Context: an optimization exercise on an open-source flow, tuned for small area, a short achievable clock period and few clock cycles per item. The choices shown serve that exercise and are no tape-out recipe. The RTL was checked by simulation tests, not by an equivalence proof against the original design. Power figures rest on the tool's default switching activity, not on a simulated workload.

<file path="flow/config.mk">
export PLATFORM = sky130hd
export DESIGN_NAME = sio_ctrl
export DESIGN_NICKNAME = sio_ctrl
export VERILOG_FILES = /design/flow/design.v
export SDC_FILE = /design/flow/constraint.sdc
export NUM_CORES = 4
export LEC_CHECK = 0
export CAP_MARGIN = 20
export CORE_MARGIN = 2
export CORE_UTILIZATION = 40
export PLACE_DENSITY = 0.6
export SLEW_MARGIN = 20
</file>
<file path="flow/design.v">
module sio_ctrl (
    input  wire        clk,
    input  wire        rst,           
    input  wire        req_valid,
    output wire        req_ready,
    input  wire [35:0] req_word,      
    output wire        rsp_valid,
    output reg  [15:0] rsp_data,
    output wire        rsp_refused,
    output wire [1:0]  rsp_mode,
    output reg  [1:0]  rsp_tmode,
    output reg         rsp_sock,
    output wire        ev_valid,
    input  wire        ev_ready,
    output reg  [4:0]  ev_kind,
    output reg  [47:0] ev_data,
    input  wire        ev_ok,
    input  wire [15:0] ev_rdata
);
    localparam [3:0] OP_WRCNT   = 4'h1,
                     OP_WSIOCNT = 4'h2,
                     OP_WDATA   = 4'h3,
                     OP_RDATA   = 4'h4,
                     OP_WOTHER  = 4'h5,
                     OP_RESET   = 4'h8,
                     OP_SETDRV  = 4'h9,
                     OP_DESTROY = 4'hA;
    localparam [1:0] T_IDLE = 2'd0, T_PARSE = 2'd1, T_SEND = 2'd2, T_RECV = 2'd3;
    localparam CAP_INIT = 0, CAP_DEINIT = 1, CAP_LOAD = 2, CAP_UNLOAD = 3, CAP_WREG = 4;
    localparam [4:0] EV_ATTACH        = 5'd1,
                     EV_INIT          = 5'd2,
                     EV_DEINIT        = 5'd3,
                     EV_LOAD          = 5'd4,
                     EV_UNLOAD        = 5'd5,
                     EV_DRVWR_RCNT    = 5'd6,
                     EV_DRVWR_SIOCNT  = 5'd7,
                     EV_DRVWR_OTHER   = 5'd8,
                     EV_RAISE_IRQ     = 5'd9,
                     EV_LOG_UNSUPP    = 5'd10,
                     EV_LOG_INITFAIL  = 5'd11,
                     EV_SOCK_CONNECT  = 5'd12,
                     EV_SOCK_SEND     = 5'd13,
                     EV_SOCK_SEND_HDR = 5'd14,
                     EV_SOCK_RECV     = 5'd15,
                     EV_SOCK_CLOSE    = 5'd16;
    reg  [1:0]  rc;             
    reg         s12;            
    reg         alive;
    reg  [15:0] drv0, drv1, drv2;
    reg  [4:0]  cap0, cap1, cap2;
    reg  [1:0]  tmode;
    reg  [7:0]  cursor;
    reg  [2:0]  code;           
    reg  [7:0]  b1, b2, b3, b4, b5, b6;
    reg  [15:0] len;
    reg         sock;
    reg  [15:0] sock_h;
    reg         r_valid;
    reg  [3:0]  r_op;
    reg  [15:0] r_aux;
    reg  [15:0] r_data;
    reg  [2:0]  ph;             
    reg         r_fail;         
    wire [1:0]  mode = {rc[1], rc[1] ? rc[0] : s12};
    wire        a0 = ~rc[1];
    wire        a1 = rc[1] & ~rc[0];
    wire        a2 = rc[1] & rc[0];
    wire [7:0]  wb = r_data[7:0];
    wire op1 = (r_op == OP_WRCNT);
    wire op2 = (r_op == OP_WSIOCNT);
    wire op3 = (r_op == OP_WDATA);
    wire op4 = (r_op == OP_RDATA);
    wire op5 = (r_op == OP_WOTHER);
    wire op8 = (r_op == OP_RESET);
    wire op9 = (r_op == OP_SETDRV);
    wire opA = (r_op == OP_DESTROY);
    wire op_ok = alive & (op1 | op2 | op3 | op4 | op5 | op8 | op9 | opA);
    reg  [1:0]  nrc;
    reg         ns12;
    always @* begin
        nrc  = rc;
        ns12 = s12;
        if (alive) begin
            if (op1) nrc = r_data[15:14];
            if (op2) ns12 = r_data[12];
            if (op8) begin nrc = 2'b10; ns12 = 1'b0; end
        end
    end
    wire [1:0] new_mode = {nrc[1], nrc[1] ? nrc[0] : ns12};
    wire       n0 = ~nrc[1];
    wire       n1 = nrc[1] & ~nrc[0];
    wire       n2 = nrc[1] & nrc[0];
    wire       chg = (new_mode != mode);
    wire [4:0]  acap = ({5{a0}} & cap0) | ({5{a1}} & cap1) | ({5{a2}} & cap2);
    wire [4:0]  ncap = ({5{n0}} & cap0) | ({5{n1}} & cap1) | ({5{n2}} & cap2);
    wire        q_norm = ~new_mode[1];
    wire        q_clr  = q_norm & r_data[7] & r_data[0];
    wire        q_irq  = q_clr & r_data[14];
    reg  [15:0] q_val;
    always @* begin
        q_val = r_data;
        if (q_norm) begin
            q_val[2] = 1'b1;
            if (q_clr) q_val[7] = 1'b0;
        end else if (new_mode == 2'd2) begin
            q_val[6:2] = 5'b00011;
        end
    end
    wire [2:0]  sd_code = r_aux[2:0];
    wire [4:0]  sd_caps = r_aux[8:4];
    wire        sd_bad  = sd_code[2];
    wire        k0 = ~sd_code[1];
    wire        k1 = sd_code[1] & ~sd_code[0];
    wire        k2 = sd_code[1] & sd_code[0];
    wire        k_act = (k0 & a0) | (k1 & a1) | (k2 & a2);
    wire [4:0]  kcap = ({5{k0}} & cap0) | ({5{k1}} & cap1) | ({5{k2}} & cap2);
    wire        d_nz = |r_data;
    wire        c7    = (|cursor[7:3]) | (&cursor[2:0]);
    wire        c0    = (cursor == 8'd0);
    wire        c255  = (&cursor);
    wire        is_fe = (wb == 8'hFE);
    wire        disp  = (tmode == T_PARSE) & ~c0 & is_fe;
    wire        d_send = disp & (code == 3'd2) & c7 & sock;
    wire        d_recv = disp & (code == 3'd3) & sock;
    wire        d_conn = disp & (code == 3'd5) & c7 & ~sock;
    wire        d_clos = disp & (code == 3'd6) & sock;
    wire        rem_last = ~(|{b6, b5[7:1]});    
    reg  [6:0]  cond;
    always @* begin
        cond = 7'd0;
        if (op_ok) begin
            if (op1 | op2 | op8) begin
                cond[0] = (chg | op8) & acap[CAP_UNLOAD];
                cond[1] = (chg | op8) & ncap[CAP_LOAD];
            end
            if (op1 | op2 | op5)
                cond[2] = ncap[CAP_WREG];
            if (op2)
                cond[3] = ~ncap[CAP_WREG] & q_irq;
            if (op3)
                cond[0] = (tmode == T_SEND) | d_send | d_conn | d_clos;
            if (op4)
                cond[0] = (tmode == T_RECV);
            if (op9) begin
                cond[0] = ~sd_bad & k_act & kcap[CAP_UNLOAD];
                cond[1] = ~sd_bad & kcap[CAP_DEINIT];
                cond[2] = ~sd_bad & d_nz;
                cond[3] = ~sd_bad & d_nz & sd_caps[CAP_INIT];
                cond[4] = ~sd_bad & d_nz & r_fail & sd_caps[CAP_DEINIT];
                cond[5] = sd_bad | (d_nz & r_fail);
                cond[6] = ~sd_bad & d_nz & ~r_fail & k_act & sd_caps[CAP_LOAD];
            end
            if (opA) begin
                cond[0] = acap[CAP_UNLOAD];
                cond[1] = cap0[CAP_DEINIT];
                cond[2] = cap1[CAP_DEINIT];
                cond[3] = cap2[CAP_DEINIT];
                cond[4] = sock;
            end
        end
    end
    wire [6:0] avail = cond & (7'h7F << ph);
    reg  [2:0] idx;
    always @* begin
        casez (avail)
            7'b??????1: idx = 3'd0;
            7'b?????10: idx = 3'd1;
            7'b????100: idx = 3'd2;
            7'b???1000: idx = 3'd3;
            7'b??10000: idx = 3'd4;
            7'b?100000: idx = 3'd5;
            default:    idx = 3'd6;
        endcase
    end
    wire has_ev  = |avail;
    wire more_st = |(avail & (avail - 7'd1));
    wire at_init = op9 & (idx == 3'd3);
    wire more    = more_st | (at_init & ~ev_ok);
    assign ev_valid  = r_valid & has_ev;
    wire   xfer      = ev_valid & ev_ready;
    assign rsp_valid = r_valid & (~has_ev | (ev_ready & ~more));
    assign req_ready = ~r_valid | rsp_valid;
    wire   take      = req_valid & req_ready;
    wire   fin       = rsp_valid;
    always @* begin
        ev_kind = 5'd0;
        ev_data = 48'h0;
        if (op1 | op2 | op8 | op5) begin
            case (idx)
                3'd0: begin ev_kind = EV_UNLOAD;
                            ev_data[15:0] = ({16{a0}} & drv0) | ({16{a1}} & drv1) | ({16{a2}} & drv2); end
                3'd1: begin ev_kind = EV_LOAD;
                            ev_data[15:0] = ({16{n0}} & drv0) | ({16{n1}} & drv1) | ({16{n2}} & drv2); end
                3'd2: begin ev_kind = op1 ? EV_DRVWR_RCNT : op2 ? EV_DRVWR_SIOCNT : EV_DRVWR_OTHER;
                            ev_data[15:0]  = ({16{n0}} & drv0) | ({16{n1}} & drv1) | ({16{n2}} & drv2);
                            ev_data[31:16] = r_data;
                            ev_data[47:32] = op5 ? r_aux : 16'h0; end
                default: ev_kind = EV_RAISE_IRQ;
            endcase
        end
        if (op3) begin
            if (tmode == T_SEND) begin
                ev_kind = EV_SOCK_SEND;
                ev_data[7:0] = wb;
            end else if (code == 3'd2) begin
                ev_kind = EV_SOCK_SEND_HDR;
                ev_data = {b3, b4, b5, b6, b1, b2};
            end else if (code == 3'd5) begin
                ev_kind = EV_SOCK_CONNECT;
                ev_data = {16'd3141, 32'h7F000001};
            end else begin
                ev_kind = EV_SOCK_CLOSE;
                ev_data[15:0] = sock_h;
            end
        end
        if (op4)
            ev_kind = EV_SOCK_RECV;
        if (op9) begin
            case (idx)
                3'd0: ev_kind = EV_UNLOAD;
                3'd1: ev_kind = EV_DEINIT;
                3'd2: ev_kind = EV_ATTACH;
                3'd3: ev_kind = EV_INIT;
                3'd4: ev_kind = EV_DEINIT;
                3'd5: ev_kind = sd_bad ? EV_LOG_UNSUPP : EV_LOG_INITFAIL;
                default: ev_kind = EV_LOAD;
            endcase
            if (idx <= 3'd1)
                ev_data[15:0] = ({16{k0}} & drv0) | ({16{k1}} & drv1) | ({16{k2}} & drv2);
            else if (idx != 3'd5)
                ev_data[15:0] = r_data;
        end
        if (opA) begin
            case (idx)
                3'd0: begin ev_kind = EV_UNLOAD;
                            ev_data[15:0] = ({16{a0}} & drv0) | ({16{a1}} & drv1) | ({16{a2}} & drv2); end
                3'd1: begin ev_kind = EV_DEINIT; ev_data[15:0] = drv0; end
                3'd2: begin ev_kind = EV_DEINIT; ev_data[15:0] = drv1; end
                3'd3: begin ev_kind = EV_DEINIT; ev_data[15:0] = drv2; end
                default: begin ev_kind = EV_SOCK_CLOSE; ev_data[15:0] = sock_h; end
            endcase
        end
    end
    reg [1:0] tmode_n;
    reg       sock_n;
    always @* begin
        tmode_n = tmode;
        sock_n  = sock;
        if (op_ok & op3) begin
            case (tmode)
                T_IDLE:  if (wb == 8'h89) tmode_n = T_PARSE;
                T_PARSE: begin
                    if (c0) begin
                        if (wb[7:1] == 7'h00 || wb[7:1] == 7'h7F) tmode_n = T_IDLE;
                    end else if (is_fe) begin
                        tmode_n = d_send ? T_SEND : d_recv ? T_RECV : T_IDLE;
                        if (d_conn) sock_n = ev_ok;
                        if (d_clos) sock_n = 1'b0;
                    end else if (c255)
                        tmode_n = T_IDLE;
                end
                T_SEND:  if (rem_last) tmode_n = T_IDLE;
                default: ;
            endcase
        end
        if (op_ok & op4 & (tmode == T_RECV) & rem_last)
            tmode_n = T_IDLE;
        if (op_ok & opA)
            sock_n = 1'b0;
    end
    assign rsp_refused = ~op_ok;
    assign rsp_mode    = new_mode;
    always @* begin
        rsp_tmode = tmode_n;
        rsp_sock  = sock_n;
        rsp_data  = 16'h0;
        if (op_ok) begin
            if (op2) rsp_data = ncap[CAP_WREG] ? ev_rdata : q_val;
            if (op5) rsp_data = ncap[CAP_WREG] ? ev_rdata : r_data;
            if (op4) rsp_data = (tmode == T_RECV) ? {8'h00, ev_rdata[7:0]} : 16'hFFFF;
        end
    end
    wire [15:0] rem_dec = {b6, b5} - 16'd1;
    wire        wr_byte = fin & op_ok & op3 & (tmode == T_PARSE) & ~c0 & ~is_fe;
    always @(posedge clk) begin
        if (rst) begin
            r_valid <= 1'b0;
            ph      <= 3'd0;
            r_fail  <= 1'b0;
            rc      <= 2'b10;
            s12     <= 1'b0;
            alive   <= 1'b1;
            cap0    <= 5'd0;
            cap1    <= 5'd0;
            cap2    <= 5'd0;
            tmode   <= T_IDLE;
            len     <= 16'h0;
            sock    <= 1'b0;
        end else begin
            if (take)
                r_valid <= 1'b1;
            else if (fin)
                r_valid <= 1'b0;
            if (fin) begin
                ph     <= 3'd0;
                r_fail <= 1'b0;
            end else if (xfer) begin
                ph <= idx + 3'd1;
                if (at_init & ~ev_ok)
                    r_fail <= 1'b1;
            end
            if (fin) begin
                rc    <= nrc;
                s12   <= ns12;
                tmode <= tmode_n;
                sock  <= sock_n;
                if (op_ok & opA)
                    alive <= 1'b0;
                if (op_ok & op9 & ~sd_bad & ~r_fail) begin
                    if (k0) cap0 <= d_nz ? sd_caps : 5'd0;
                    if (k1) cap1 <= d_nz ? sd_caps : 5'd0;
                    if (k2) cap2 <= d_nz ? sd_caps : 5'd0;
                end
                if (op_ok & op3 & d_send)
                    len <= {b6, b5};
            end
        end
    end
    always @(posedge clk) begin
        if (take) begin
            r_op   <= req_word[35:32];
            r_aux  <= req_word[31:16];
            r_data <= req_word[15:0];
        end
        if (fin & op_ok & op9 & ~sd_bad & ~r_fail) begin
            if (k0) drv0 <= r_data;
            if (k1) drv1 <= r_data;
            if (k2) drv2 <= r_data;
        end
        if (fin & op_ok & op3 & d_conn & ev_ok)
            sock_h <= ev_rdata;
        if (fin & op_ok & op3) begin
            if (tmode == T_IDLE)
                cursor <= 8'd0;
            else if (tmode == T_PARSE) begin
                if (c0) begin
                    if (wb[7:3] == 5'd0 && wb[2:1] != 2'b00) begin
                        code   <= wb[2:0];
                        cursor <= 8'd1;
                    end
                end else if (~is_fe)
                    cursor <= cursor + 8'd1;
            end
        end
        if (wr_byte) begin
            if (cursor == 8'd1) b1 <= wb;
            if (cursor == 8'd2) b2 <= wb;
            if (cursor == 8'd3) b3 <= wb;
            if (cursor == 8'd4) b4 <= wb;
        end
        if (wr_byte & (cursor == 8'd5))
            b5 <= wb;
        else if (wr_byte & (cursor == 8'd6))
            b6 <= wb;
        else if (fin & op_ok & op3 & d_recv)
            {b6, b5} <= len;
        else if (fin & op_ok & ((op3 & (tmode == T_SEND)) | (op4 & (tmode == T_RECV))))
            {b6, b5} <= rem_dec;
    end
endmodule
</file>
<file path="flow/run.sh">
#!/bin/bash
# synth_recipe.tcl (not shown) runs the flow's synth.tcl, then flattens the netlist and writes it again
# the make line also repeats each setting of config.mk as NAME=value (left out here)
make -C /OpenROAD-flow-scripts/flow DESIGN_CONFIG=/design/flow/config.mk WORK_HOME=/design/flow/orfs CLKGATE_MAP_FILE= SYNTH_SCRIPT=/design/flow/synth_recipe.tcl finish
</file>
<file path="flow/constraint.sdc">
create_clock -name core_clock -period 6.0 [get_ports {clk}]
set_input_delay 1.2000 -clock core_clock [delete_from_list [all_inputs] [get_ports {clk}]]
set_output_delay 1.2000 -clock core_clock [all_outputs]
set_load 0.01 [all_outputs]
</file>
==> metrics.md <==
| Metric | Value |
|---|---|
| Rel. slew slack | `between 20% and 30%` |
| Register bit total from synthesis | `about 200` |
| Synth Flop Type | `edfxtp_1` |
| Crit Path Category | `reg -> out` |
| Tcrit/Tclk final | `97.2%` |
| Drt initial violations | `roughly 1800` |
| Cells after synthesis | `1285` |
| Endpoint, Worst Hold | `len[13]` |
| Initial Util | `40.7%` |
| # fillers | `around 2700` |
| Instance count on the critical path | `16` |
| Worst-path fanout max | `8` |
| Gpl congestion | `between 0.9 and 1` |
| Overall Power | `approximately 3.1 mW` |
| Slew at the pin closest to its max-slew limit | `1.10 ns` |
| Antenna-violating nets left | `0` |
| N_diodes | `0` |
| CP Cell Sequence | `buf_4, or3b_1, o21ai_1, nand2_1, a211o_1, a31oi_4, a21boi_2, o22ai_4, inv_1, ha_2, o221ai_4, buf_6, o22ai_1, nor3b_1, o22ai_1, clkdlybuf4s50_1` |
| Synth cell types | `between 80 and 90` |
| DRC Markers | `0` |
| # IOs | `135` |
| Clock-pin slew on the worst setup and hold paths | `approximately 0.080 ns` |
| Yosys warns | `1` |
| Worst r2r path cells | `19` |
| Top cell by count, worst path | `o22ai_1` |
| Slew Limit Fails | `0` |
| Register area share after synthesis | `~46%` |
| Synth-to-Final Area Change | `26.3%` |
| Worst setup EP type | `output pin` |
| Cts bufs inserted | `17` |
| Via count | `11602` |
| Die width | `approximately 180 microns` |
| Max Cap Viol | `0` |
| Setup violators final | `0` |
| Lkg Pwr | `5.44 nW` |
| Clock skew | `about 0.024 ns` |
| Outcome | `timing/DRC/antenna clean` |
| Final #Nets | `between 1000 and 1500` |
| EDFF count, synth | `~160` |
| Flop2flop setup slack | `between 0.8 and 0.9 ns` |
| Worst R2R Start | `r_op[1]` |
| WP buf/inv | `4` |
| Row count | `63` |
| Fin util | `between 50 and 60%` |
| Worst Hold Class | `reg -> reg` |
| Top delay family on crit path | `compound AO/OA/AOI/OAI gates` |
| Reg2reg end | `drv1[1]` |
| Total negative setup slack | `0 ns` |
| Most frequent cells in the layout | `159 x edfxtp_1, 118 x clkdlybuf4s50_1, 116 x nand2_1, 113 x nor2_1, 103 x a21oi_1` |
| Worst EP required | `about 4.8 ns` |
| Worst hold path cell count | `2` |
| Commonest non-fill, non-tap cell in the layout | `edfxtp_1` |
| CORE AREA | `roughly 0.030 sq mm` |
| Global-route wire length before repair | `approximately 68 mm` |
| Port buffer count | `134` |
| Mapped Area | `about 0.012 sq mm` |
| Total power per unit cell area | `between 200 and 250 mW/mm^2` |
| CTS tree | `done` |
| Ratio of cells with drive above 1 in the final layout | `around 15%` |
| Worst-case vdd ir drop | `around 0.19 mV` |
| Vias in the first global route | `10942` |
| Syn Area/Cell | `approximately 9.4 sq um` |
| Total GRT Usage | `between 20% and 30%` |
| DP Area | `around 0.014 sq mm` |
| Ys async rst share | `0%` |
| Design Area, Final | `around 0.015 sq mm` |
| Worst Setup SP | `r_op[3]` |
| Die footprint | `approximately 0.032 sq mm` |
| Mapped Nets | `between 1000 and 1500` |
| Post-layout min period | `slightly below 6 ns` |
| 1st-pass router iterations | `8` |
| Pre-CTS WS | `about 0.19 ns` |
| Slowest CP cell | `clkdlybuf4s50_1` |
| Slowest stage delay, CP | `roughly 0.58 ns` |
| Hpwl dp | `between 30 and 40 mm` |
| Total congestion overflow | `0` |
| Initial antenna violation count | `0` |
| Worst-Skew Late Latency | `0.46 ns` |
| WL final | `46.0 mm` |
| Final setup margin | `about 0.17 ns` |
| Detailed-route wire length per cell | `approximately 25 microns` |
| Hold wc startpoint | `len[13]` |
| CTS root buffer | `clkbuf_16` |
| CP startpoint kind | `register` |
| Final hold viol count | `0` |
| H-tree levels | `4` |
| Via density | `about 6.3` |
| TritonCTS sink count | `199` |
| Peak Freq | `roughly 170 MHz` |
| Arrival @ worst endpoint | `between 4 and 5 ns` |
| Die height | `178 microns` |
| CTS max path bufs | `2` |
| Largest net degree at the start of global routing | `44` |
tightest hold or removal path, cell delays in order, from the launching register on:
cell     delay, ns
dfxtp_1       0.31
o21ai_0       0.06
a21oi_1       0.06
power by group:
group | switching (mW) | internal, mW | total [mW]
Combinational | 0.219 | 0.162 | 0.381
Clock | 0.627 | 0.610 | 1.24
Sequential | 0.0201 | 1.50 | 1.52
cell type report:
type / count / area [sq um] / share of cell area, %
clock buffers: 17 / 425 / 2.79
clock inverters: 15 / 204 / 1.34
multi-input cells: 949 / 6230 / 40.8
well taps: 390 / 488 / 3.20
flip-flops and latches: 199 / 5580 / 36.5
repair buffers: 239 / 2250 / 14.8
inverters: 23 / 86.3 / 0.566
synthesized netlist by cell type, drive strengths merged (6+ instances only):
master | n | share of area (%)
a211oi | 7 | 0.43
a21boi | 6 | 0.37
mux2 | 12 | 1.1
a2111oi | 6 | 0.43
nand2b | 32 | 1.7
xnor2 | 10 | 0.72
ha | 11 | 1.1
xor2 | 12 | 0.87
nor4 | 17 | 0.88
and2 | 6 | 0.31
nand4 | 27 | 1.4
or2 | 6 | 0.31
and3 | 8 | 0.41
a22o | 29 | 2.1
buf | 27 | 1.2
nor3b | 18 | 1.2
nand3 | 28 | 1.2
a21oi | 106 | 4.4
clkbuf | 87 | 2.7
o21ai | 107 | 4.4
dfxtp | 40 | 6.6
mux2i | 50 | 4.1
o22ai | 43 | 2.2
a222oi | 39 | 3.2
a31oi | 7 | 0.59
nand2 | 117 | 3.7
nor2b | 13 | 0.67
nor3 | 21 | 0.91
edfxtp | 159 | 39
nor2 | 116 | 3.6
inv | 23 | 0.71
nand3b | 13 | 0.81
metrics by stage:
stage          std cells  hold slack [ns]
5_1_grt             1832            0.486
6_report            1832            0.473
3_5_place_dp        1774            0.464
4_1_cts             1819            0.473
3_3_place_gp        1773            0.455
2_1_floorplan       1285            0.447
worst max-delay path by stage:
| stage | to | slack, ns |
|---|---|---|
| after detailed placement | ev_data[0] | 0.19 |
| after floorplan | sock_h[0] | 0.21 |
| after global routing | ev_data[12] | -0.02 |
| after global placement | ev_data[0] | 0.18 |
| final | ev_data[3] | 0.17 |
| after CTS | ev_kind[2] | 0.02 |
logic make-up after synthesis:
kind of cell	count (synthesis)	share of synthesized area, %
flip-flops	199	46.1
XOR/XNOR	22	1.59
multiplexers	62	5.26
AO/OA/AOI/OAI	398	21.7
AND/OR/NAND/NOR	456	19.6
adder cells (fa/ha/maj)	11	1.14
buffers and inverters	137	4.59
metal layers:
layer,GRT usage [%],vias to the layer above,share of wire (%)
met3,5.23,93,9.0
li1,-,5197,-
met1,40.2,5600,42
met2,44.4,712,45
met5,0,-,0
met4,10.1,0,3.2
what timing repair did:
item                                   CTS  global route
cloned                                   0             1
buffers inserted                        13            12
hold buffers                             0             0
setup endpoints to repair               30            43
endpoints found under the hold margin    0             0
resized for setup                       17            55
pin swaps                                3             8
flip-flops by register name, summed over array words and instances, names as in the netlist, 3 cells and up:
name / cells
b3: 8
drv1: 16
cap0: 4
b6: 8
cap2: 4
ph: 3
b4: 8
cap1: 4
b5: 8
b2: 8
len: 16
r_aux: 16
r_data: 16
cursor: 8
code: 3
sock_h: 16
r_op: 4
drv0: 16
drv2: 16
b1: 8
Testbench counts, summed over its fixed seeds: cycles 26,843, items 25,959.

## re-timing with driven ports
No port has a modelled driver above. Below, the same layout with a new extraction and two added sets of constraints. Step 1: set_driving_cell puts a clkbuf_16 on clk and a buf_2 on each other input, an assumption about the parent block. Step 2 times the ports against the registers' clock, not the clock port: input delays grow and output delays shrink by t, the midpoint of the rising clock arrivals with the driver on. Three values: no drivers, after step 1, after step 2; two values: the first two.
shift t [ns]: 0.500
setup WS [ns]: 0.166 / 0.116 / 0.616
hold WS [ns]: 0.473 / 0.473 / 0.473
worst setup path at the end: register to output
After both steps setup and hold are still met in this run. The setup slack of this run moves by -0.050 ns with the drivers and by +0.450 ns with both steps.
